Background: an optimization exercise with open tools, aiming at small area, a short achievable clock period and few clock cycles. Do not read the settings as production practice.
In this exercise RTL edits were held to simulation tests only and were not proved equivalent to the original.
No activity file was given, so power comes from the tool's default toggle rates.

Design sipfc_codec, start of the top module:
module sipfc_codec (
    input  wire        clk,
    input  wire        rst,
    input  wire        req_valid,
    output wire        req_ready,
    input  wire [11:0] req_word,
    output reg         rsp_valid,
    input  wire        rsp_ready,
    output wire [2:0]  rsp_status,
    output reg  [15:0] rsp_data,
    output reg         rsp_empty,
    output reg         rsp_last,
    output reg         fault
);
Settings: LEC_CHECK=0, CAP_MARGIN=20, CORE_MARGIN=2, CORE_UTILIZATION=40, CTS_CLUSTER_DIAMETER=80, CTS_CLUSTER_SIZE=24, SLEW_MARGIN=20; clock period 10.0 ns.
standard.sh (not shown) runs the stock make flow with config.mk's settings and CLKGATE_MAP_FILE= SYNTH_SCRIPT=/design/flow/synth_recipe.tcl, a recipe that flattens the netlist after the stock synthesis.
==> flow/flow/run.sh <==
#!/bin/bash
# Standard ORFS layout (the standard.sh, unchanged synthesis), asking the
# resizer's setup repair for more slack than the clock period needs. The clock
# period and the SDC are the standard flow's.
set -euo pipefail
bash standard.sh SETUP_SLACK_MARGIN=6.9 finish > standard_finish.log 2>&1
Testbench counts at the start, summed over its fixed seeds: cycles 41,225.
==> next run, changes <==
--- a/flow/design.v
+++ b/flow/design.v
@@ -25,23 +25,23 @@
             rh = ~v[14:7];
             lo = {2'b00, rl} + {2'b00, rh} + {2'b00, b};
             case (lo[9:8])
                 2'd0:    ckstep = {rh,         lo[7:0]};
                 2'd1:    ckstep = {rh + 8'd1,  lo[7:0]};
                 default: ckstep = {rh + 8'd2,  lo[7:0]};
             endcase
         end
     endfunction
     reg [15:0] ck;
     reg [15:0] enc_ck;
-    reg [7:0]  enc_buf [0:61];    
+    reg [7:0]  enc_buf [0:57];    
     reg [6:0]  enc_n;             
     reg [6:0]  enc_len;           
     reg [2:0]  dec_state;
     reg [7:0]  dec_buf [0:63];
     reg [6:0]  dec_len;
     reg        rdy_q;
     reg        a_v;
     reg [7:0]  data;              
     reg        f_ck_init, f_ck_add, f_ck_read, f_enc_add, f_enc_frm,
                f_dec_add, f_dec_frm, f_dec_rst, f_ill;
     reg        d_fe, d_0d, d_f0;
@@ -61,23 +61,23 @@
     reg [7:0]  p_hi, p_lo;    
     reg [7:0]  rd_enc;        
     reg [7:0]  rd_dec;        
     reg        esc_ok;        
     wire       esc = esc_ok & (rsp_data[7:0] == START);
     reg  [7:0] enc_rd, dec_rd;
     integer j;
     always @(*) begin
         enc_rd = 8'h00;
         dec_rd = 8'h00;
         for (j = 0; j < 64; j = j + 1) begin
-            if (j < 62)
+            if (j < 58)
                 enc_rd = enc_rd | (enc_buf[j] & {8{p_hi[j / 8] & p_lo[j % 8]}});
             dec_rd = dec_rd | (dec_buf[j] & {8{p_hi[j / 8] & p_lo[j % 8]}});
         end
     end
     wire       raw_last = (ptr == enc_n);
     reg  [7:0] enc_byte;
     always @(*) begin
         case (eph)
             P_RAW:   enc_byte = rd_enc;
             P_HI:    enc_byte = enc_ck[15:8];
             P_LO:    enc_byte = enc_ck[7:0];
@@ -310,57 +310,58 @@
     wire dec_we = f_dec_add & ~dec_len[6];
     wire       enc_fetch = enc_adv & ~esc;
     wire [7:0] dec_wbyte = (dec_state == S4) ? START : data;
     wire [7:0] slot0_nxt = (dec_we && dec_len[5:0] == 6'd0) ? dec_wbyte : dec_buf[0];
     always @(posedge clk) begin
         if (enc_fetch && eph == P_ST0)      rd_enc <= enc_buf[0];
         else if (enc_fetch && eph == P_RAW) rd_enc <= enc_rd;
         if (dec_adv && !dec_lst)            rd_dec <= dec_rd;
         else if (!dec_str || dec_adv)       rd_dec <= slot0_nxt;
     end
     integer k;
+    wire [15:0] ck_sum = ckstep(f_ck_add ? ck : enc_ck, data);
     wire enc_done = enc_adv & ~esc & (eph == P_E1);
     always @(posedge clk) begin
         if (rst) begin
             ck        <= SEED;
             enc_ck    <= SEED;
             enc_n     <= 7'd0;
             enc_len   <= 7'd0;
             dec_state <= S0;
             dec_len   <= 7'd0;
             fault     <= 1'b0;
         end else begin
             fault <= fault_n;
             if (enc_done) begin
                 enc_n   <= 7'd0;
                 enc_len <= 7'd0;
                 enc_ck  <= SEED;
             end
             if (ex) begin
                 if (f_ck_init) ck <= SEED;
-                if (f_ck_add)  ck <= ckstep(ck, data);
+                if (f_ck_add)  ck <= ck_sum;
                 if (f_enc_add) begin
-                    enc_ck  <= ckstep(enc_ck, data);
+                    enc_ck  <= ck_sum;
                     enc_n   <= enc_n + 7'd1;
                     enc_len <= enc_add_len;
                 end
                 if (f_dec_add) begin
                     dec_state <= dec_nxt;
                     if (dec_app) dec_len <= dec_len + 7'd1;
                     if (dec_clr) dec_len <= 7'd0;
                 end
                 if (f_dec_rst) begin
                     dec_state <= S0;
                     dec_len   <= 7'd0;
                 end
             end
         end
     end
     always @(posedge clk) begin
-        for (k = 0; k < 62; k = k + 1)
+        for (k = 0; k < 58; k = k + 1)
             if (enc_we && enc_n[5:0] == k)
                 enc_buf[k] <= data;
         for (k = 0; k < 64; k = k + 1)
             if (dec_we && dec_len[5:0] == k)
                 dec_buf[k] <= dec_wbyte;
     end
 endmodule
Critical path depth came out higher by 13.
Clock skew grows by 14 ps.
Setup slack degrades by 120 ps.
Clock power decreases by about 3%.
Flip-flop and latch count went down by 32.
Worst hold slack gains 9.4 ps.
Combinational power goes down by 6.1%.
Cell area falls by 3.4%.
Via count is lower by 3.2%.
Testbench counts after the change, summed over its fixed seeds: cycles 41,225.

========
The RTL this note starts from:
==> flow/design.v <==
module sipfc_codec (
    input  wire        clk,
    input  wire        rst,
    input  wire        req_valid,
    output wire        req_ready,
    input  wire [11:0] req_word,
    output reg         rsp_valid,
    input  wire        rsp_ready,
    output wire [2:0]  rsp_status,
    output reg  [15:0] rsp_data,
    output reg         rsp_empty,
    output reg         rsp_last,
    output reg         fault
);
    localparam [15:0] SEED  = 16'h147A;
    localparam [7:0]  START = 8'hFE;
    localparam [7:0]  ENDB  = 8'h0D;
    localparam [7:0]  ESC   = 8'hF0;
    localparam [2:0] S0 = 3'd0, S1 = 3'd1, S2 = 3'd2, S3 = 3'd3, S4 = 3'd4, S5 = 3'd5;
    function [15:0] ckstep(input [15:0] v, input [7:0] b);
        reg [7:0] rl, rh;
        reg [9:0] lo;
        begin
            rl = ~{v[6:0], v[15]};
            rh = ~v[14:7];
            lo = {2'b00, rl} + {2'b00, rh} + {2'b00, b};
            case (lo[9:8])
                2'd0:    ckstep = {rh,         lo[7:0]};
                2'd1:    ckstep = {rh + 8'd1,  lo[7:0]};
                default: ckstep = {rh + 8'd2,  lo[7:0]};
            endcase
        end
    endfunction
    reg [15:0] ck;
    reg [15:0] enc_ck;
    reg [7:0]  enc_buf [0:57];    
    reg [6:0]  enc_n;             
    reg [6:0]  enc_len;           
    reg [2:0]  dec_state;
    reg [7:0]  dec_buf [0:63];
    reg [6:0]  dec_len;
    reg        rdy_q;
    reg        a_v;
    reg [7:0]  data;              
    reg        f_ck_init, f_ck_add, f_ck_read, f_enc_add, f_enc_frm,
               f_dec_add, f_dec_frm, f_dec_rst, f_ill;
    reg        d_fe, d_0d, d_f0;
    assign req_ready = rdy_q;
    reg        rsp_st;
    assign rsp_status = {2'b00, rsp_st};
    reg        s_v, s_st, s_empty, s_last;
    reg [15:0] s_data;
    reg        room_q;        
    wire go = room_q;         
    localparam [2:0] P_ST0 = 3'd0, P_ST1 = 3'd1, P_RAW = 3'd2, P_HI = 3'd3,
                     P_LO  = 3'd4, P_E0  = 3'd5, P_E1  = 3'd6;
    reg        enc_str;       
    reg        dec_str;       
    reg [2:0]  eph;           
    reg [6:0]  ptr;           
    reg [7:0]  p_hi, p_lo;    
    reg [7:0]  rd_enc;        
    reg [7:0]  rd_dec;        
    reg        esc;           
    reg  [7:0] enc_rd, dec_rd;
    integer j;
    always @(*) begin
        enc_rd = 8'h00;
        dec_rd = 8'h00;
        for (j = 0; j < 64; j = j + 1) begin
            if (j < 58)
                enc_rd = enc_rd | (enc_buf[j] & {8{p_hi[j / 8] & p_lo[j % 8]}});
            dec_rd = dec_rd | (dec_buf[j] & {8{p_hi[j / 8] & p_lo[j % 8]}});
        end
    end
    wire       raw_last = (ptr == enc_n);
    reg  [7:0] enc_byte;
    always @(*) begin
        case (eph)
            P_RAW:   enc_byte = rd_enc;
            P_HI:    enc_byte = enc_ck[15:8];
            P_LO:    enc_byte = enc_ck[7:0];
            P_E1:    enc_byte = ENDB;
            default: enc_byte = START;
        endcase
    end
    wire [7:0] enc_beat = esc ? ESC : enc_byte;
    wire       enc_last = ~esc & (eph == P_E1);
    wire       dec_lst = (ptr == dec_len);
    wire streaming = enc_str | dec_str;
    wire [6:0] enc_base    = (enc_len == 0) ? 7'd2 : enc_len;
    wire [6:0] enc_add_len = enc_base + (d_fe ? 7'd2 : 7'd1);
    wire       enc_add_ovf = (enc_len == 7'd64) || (enc_len == 7'd63 && d_fe);
    wire       hi_esc = (enc_ck[15:8] == START);
    wire       lo_esc = (enc_ck[7:0] == START);
    wire       enc_frm_ovf = (enc_len > 7'd60) ||
                             (enc_len == 7'd60 && (hi_esc || lo_esc)) ||
                             (enc_len == 7'd59 && hi_esc && lo_esc);
    reg [2:0] dec_nxt;
    reg       dec_app, dec_clr;
    reg       dec_done;
    always @(*) begin
        dec_nxt  = S0;
        dec_app  = 1'b0;
        dec_clr  = (dec_state == S5);
        dec_done = 1'b0;
        case (dec_state)
            S1: dec_nxt = d_fe ? S2 : S0;
            S2: begin
                dec_nxt = d_fe ? S2 : S3;
                dec_app = ~d_fe;
            end
            S3: begin
                dec_nxt = d_fe ? S4 : S3;
                dec_app = ~d_fe;
            end
            S4: begin
                if (d_fe) begin
                    dec_nxt = S2;
                    dec_clr = 1'b1;
                end else if (d_0d) begin
                    dec_nxt  = S5;
                    dec_done = 1'b1;
                end else if (d_f0) begin
                    dec_nxt = S3;
                    dec_app = 1'b1;
                end else begin
                    dec_nxt = S0;
                    dec_clr = 1'b1;
                end
            end
            default: dec_nxt = d_fe ? S1 : S0;    
        endcase
    end
    wire dec_add_ovf = dec_app & dec_len[6];
    wire overflow = (f_enc_add & enc_add_ovf & ~enc_str) |
                    (f_enc_frm & enc_frm_ovf & ~enc_str) |
                    (f_dec_add & dec_add_ovf);
    wire ex = go & a_v & ~streaming & ~overflow;     
    reg        push;
    reg        b_st, b_empty, b_last;
    reg [15:0] b_data;
    always @(*) begin
        push    = 1'b0;
        b_st    = 1'b0;
        b_empty = 1'b1;
        b_last  = 1'b1;
        b_data  = {8'h00, rd_dec};
        if (enc_str) begin
            push    = go;
            b_empty = 1'b0;
            b_last  = enc_last;
            b_data  = {8'h00, enc_beat};
        end else if (dec_str) begin
            push    = go;
            b_empty = 1'b0;
            b_last  = dec_lst;
        end else begin
            push = ex;
            b_st = f_ill;
            if (f_ck_read) begin
                b_empty = 1'b0;
                b_data  = ck;
            end
            if (f_dec_add) begin
                b_empty = 1'b0;
                b_data  = {15'd0, dec_done};
            end
            if (f_dec_frm && dec_len != 0) begin
                b_empty = 1'b0;
                b_last  = dec_lst;
            end
            if (f_enc_frm) begin
                b_empty = 1'b0;
                b_last  = 1'b0;
                b_data  = {8'h00, enc_beat};
            end
        end
    end
    wire enc_adv = go & (enc_str | (a_v & ~dec_str & f_enc_frm & ~enc_frm_ovf));
    wire dec_adv = go & (dec_str | (a_v & ~enc_str & f_dec_frm & dec_len != 0));
    wire ovf_a   = a_v & overflow;
    wire fault_n = fault | ovf_a;
    wire ni_v    = req_valid & rdy_q;
    wire na_v = ~ovf_a & ((a_v & ~ex) | ni_v);
    wire str_n = (enc_adv ? ~enc_last : enc_str) | (dec_adv ? ~dec_lst : dec_str);
    wire a_ld  = ex | ~a_v;
    function [19:0] decode(input [11:0] w);
        reg [3:0] o;
        reg [7:0] d;
        reg       z;
        begin
            o = w[11:8];
            d = w[7:0];
            z = (d == 8'h00);
            decode = {(o == 4'h0) & z, (o == 4'h1), (o == 4'h2) & z, (o == 4'h3),
                      (o == 4'h4) & z, (o == 4'h5), (o == 4'h6) & z, (o == 4'h7) & z,
                      o[3] | (~z & (o == 4'h0 || o == 4'h2 || o == 4'h4 ||
                                    o == 4'h6 || o == 4'h7)),
                      (d == START), (d == ENDB), (d == ESC), d};
        end
    endfunction
    wire [19:0] a_nxt = decode(req_word);
    always @(posedge clk) begin
        if (a_ld)
            {f_ck_init, f_ck_add, f_ck_read, f_enc_add, f_enc_frm, f_dec_add,
             f_dec_frm, f_dec_rst, f_ill, d_fe, d_0d, d_f0, data} <= a_nxt;
        if (rst) begin
            rdy_q <= 1'b1;
            a_v   <= 1'b0;
        end else begin
            a_v   <= na_v;
            rdy_q <= ~fault_n & (~na_v | (room_n & ~str_n));
        end
    end
    wire r_free = ~rsp_valid | rsp_ready;     
    wire room_n = r_free | ~(s_v | push);
    always @(posedge clk) begin
        if (rst) begin
            rsp_valid <= 1'b0;
            s_v       <= 1'b0;
            room_q    <= 1'b1;
        end else begin
            room_q <= room_n;
            if (r_free) begin
                rsp_valid <= s_v | push;
                s_v       <= 1'b0;
            end else begin
                s_v       <= s_v | push;
            end
        end
        if (r_free) begin
            if (s_v) begin
                rsp_st    <= s_st;
                rsp_data  <= s_data;
                rsp_empty <= s_empty;
                rsp_last  <= s_last;
            end else begin
                rsp_st    <= b_st;
                rsp_data  <= b_data;
                rsp_empty <= b_empty;
                rsp_last  <= b_last;
            end
        end
        if (!s_v) begin
            s_st    <= b_st;
            s_data  <= b_data;
            s_empty <= b_empty;
            s_last  <= b_last;
        end
    end
    always @(posedge clk) begin
        if (rst) begin
            enc_str <= 1'b0;
            dec_str <= 1'b0;
            eph     <= P_HI;
            ptr     <= 7'd1;
            p_hi    <= 8'h01;
            p_lo    <= 8'h02;
            esc     <= 1'b0;
        end else begin
            if (enc_adv) begin
                enc_str <= ~enc_last;
                esc     <= 1'b0;
                if (!esc) begin
                    case (eph)
                        P_ST0: eph <= P_ST1;
                        P_ST1: eph <= P_RAW;
                        P_RAW: begin
                            ptr    <= ptr + 7'd1;
                            p_lo   <= {p_lo[6:0], p_lo[7]};
                            if (p_lo[7]) p_hi <= {p_hi[6:0], p_hi[7]};
                            esc    <= (rd_enc == START);
                            if (raw_last) eph <= P_HI;
                        end
                        P_HI: begin
                            eph    <= P_LO;
                            esc    <= hi_esc;
                        end
                        P_LO: begin
                            eph    <= P_E0;
                            esc    <= lo_esc;
                        end
                        P_E0: eph <= P_E1;
                        default: begin       
                            eph <= P_HI;
                            ptr  <= 7'd1;
                            p_hi <= 8'h01;
                            p_lo <= 8'h02;
                        end
                    endcase
                end
            end else if (dec_adv) begin
                dec_str <= ~dec_lst;
                if (dec_lst) begin
                    ptr  <= 7'd1;
                    p_hi <= 8'h01;
                    p_lo <= 8'h02;
                end else begin
                    ptr  <= ptr + 7'd1;
                    p_lo <= {p_lo[6:0], p_lo[7]};
                    if (p_lo[7]) p_hi <= {p_hi[6:0], p_hi[7]};
                end
            end
            if (ex && f_enc_add) eph <= P_ST0;
        end
    end
    wire enc_we = f_enc_add;
    wire dec_we = f_dec_add & ~dec_len[6];
    wire       enc_fetch = enc_adv & ~esc;
    wire [7:0] dec_wbyte = (dec_state == S4) ? START : data;
    wire [7:0] slot0_nxt = (dec_we && dec_len[5:0] == 6'd0) ? dec_wbyte : dec_buf[0];
    always @(posedge clk) begin
        if (enc_fetch && eph == P_ST0)      rd_enc <= enc_buf[0];
        else if (enc_fetch && eph == P_RAW) rd_enc <= enc_rd;
        if (dec_adv && !dec_lst)            rd_dec <= dec_rd;
        else if (!dec_str || dec_adv)       rd_dec <= slot0_nxt;
    end
    integer k;
    wire enc_done = enc_adv & ~esc & (eph == P_E1);
    always @(posedge clk) begin
        if (rst) begin
            ck        <= SEED;
            enc_ck    <= SEED;
            enc_n     <= 7'd0;
            enc_len   <= 7'd0;
            dec_state <= S0;
            dec_len   <= 7'd0;
            fault     <= 1'b0;
        end else begin
            fault <= fault_n;
            if (enc_done) begin
                enc_n   <= 7'd0;
                enc_len <= 7'd0;
                enc_ck  <= SEED;
            end
            if (ex) begin
                if (f_ck_init) ck <= SEED;
                if (f_ck_add)  ck <= ckstep(ck, data);
                if (f_enc_add) begin
                    enc_ck  <= ckstep(enc_ck, data);
                    enc_n   <= enc_n + 7'd1;
                    enc_len <= enc_add_len;
                end
                if (f_dec_add) begin
                    dec_state <= dec_nxt;
                    if (dec_app) dec_len <= dec_len + 7'd1;
                    if (dec_clr) dec_len <= 7'd0;
                end
                if (f_dec_rst) begin
                    dec_state <= S0;
                    dec_len   <= 7'd0;
                end
            end
        end
    end
    always @(posedge clk) begin
        for (k = 0; k < 58; k = k + 1)
            if (enc_we && enc_n[5:0] == k)
                enc_buf[k] <= data;
        for (k = 0; k < 64; k = k + 1)
            if (dec_we && dec_len[5:0] == k)
                dec_buf[k] <= dec_wbyte;
    end
endmodule
clock: 10.0 ns
lec_check: 0
cap_margin: 20
core_margin: 2
core_utilization: 40
cts_cluster_diameter: 80
cts_cluster_size: 24
slew_margin: 20
Scripts as last shown in full above: flow/flow/run.sh
Testbench counts at the start, summed over its fixed seeds: cycles 41,225.
Rerun with:
--- a/flow/design.v
+++ b/flow/design.v
@@ -60,9 +60,10 @@
     reg [6:0]  ptr;           
     reg [7:0]  p_hi, p_lo;    
     reg [7:0]  rd_enc;        
     reg [7:0]  rd_dec;        
-    reg        esc;           
+    reg        esc_ok;        
+    wire       esc = esc_ok & (rsp_data[7:0] == START);
     reg  [7:0] enc_rd, dec_rd;
     integer j;
     always @(*) begin
         enc_rd = 8'h00;
@@ -256,31 +257,31 @@
             eph     <= P_HI;
             ptr     <= 7'd1;
             p_hi    <= 8'h01;
             p_lo    <= 8'h02;
-            esc     <= 1'b0;
+            esc_ok  <= 1'b0;
         end else begin
+            if (go) esc_ok <= 1'b0;
             if (enc_adv) begin
                 enc_str <= ~enc_last;
-                esc     <= 1'b0;
                 if (!esc) begin
                     case (eph)
                         P_ST0: eph <= P_ST1;
                         P_ST1: eph <= P_RAW;
                         P_RAW: begin
                             ptr    <= ptr + 7'd1;
                             p_lo   <= {p_lo[6:0], p_lo[7]};
                             if (p_lo[7]) p_hi <= {p_hi[6:0], p_hi[7]};
-                            esc    <= (rd_enc == START);
+                            esc_ok <= 1'b1;
                             if (raw_last) eph <= P_HI;
                         end
                         P_HI: begin
                             eph    <= P_LO;
-                            esc    <= hi_esc;
+                            esc_ok <= 1'b1;
                         end
                         P_LO: begin
                             eph    <= P_E0;
-                            esc    <= lo_esc;
+                            esc_ok <= 1'b1;
                         end
                         P_E0: eph <= P_E1;
                         default: begin       
                             eph <= P_HI;
Result:
- clock-buffer cell count increases by 11
- final cell count decreases by 0.72%
- total power stays flat
- setup slack loses 50 ps
- hold slack hardly moves
- sequential power hardly moves
- combinational power decreases by 3.1%
- non-clock buffer count decreases by 24
- wire length decreases by 3.8%
- area after synthesis stays flat
- flip-flop and latch count does not change
- synthesized cell count decreases by 0.69%
Testbench counts after the change, summed over its fixed seeds: cycles 41,225.

==> what the ideal ports hide <==
The flow's constraints put no driver on any port. The routed layouts listed below were extracted and timed again, unchanged, in two steps.
Step 1 assumes that a clkbuf_16 drives the clock port and a buf_2 every other input.
Step 2, shift: input delay + t, output delay - t, t = (earliest + latest rising clock arrival at the registers) / 2. This alone moves slack from input paths to output paths.
Three values: no drivers, after step 1, after step 2; two values: the first two.
| run | shift t [ns] | setup slack, ns | worst data-port slew with drivers (ns) | cell pins on the clock port's net |
|---|---|---|---|---|
| the first run of note 1 | 0.770 | 6.694 / 6.620 / 6.281 | 0.04 | 1 |
| the second run of note 1 | 0.762 | 6.577 / 6.577 / 6.218 | 0.05 | 1 |
| the first run of note 2 | 0.776 | 6.772 / 6.698 / 6.198 | 0.08 | 1 |
| the second run of note 2 | 0.762 | 6.722 / 6.651 / 6.217 | 0.04 | 1 |
After both steps every run listed still meets setup and hold. For the first run of note 2, which loses most, drivers alone change the setup slack by -0.074 ns; drivers and shift together by -0.574 ns.
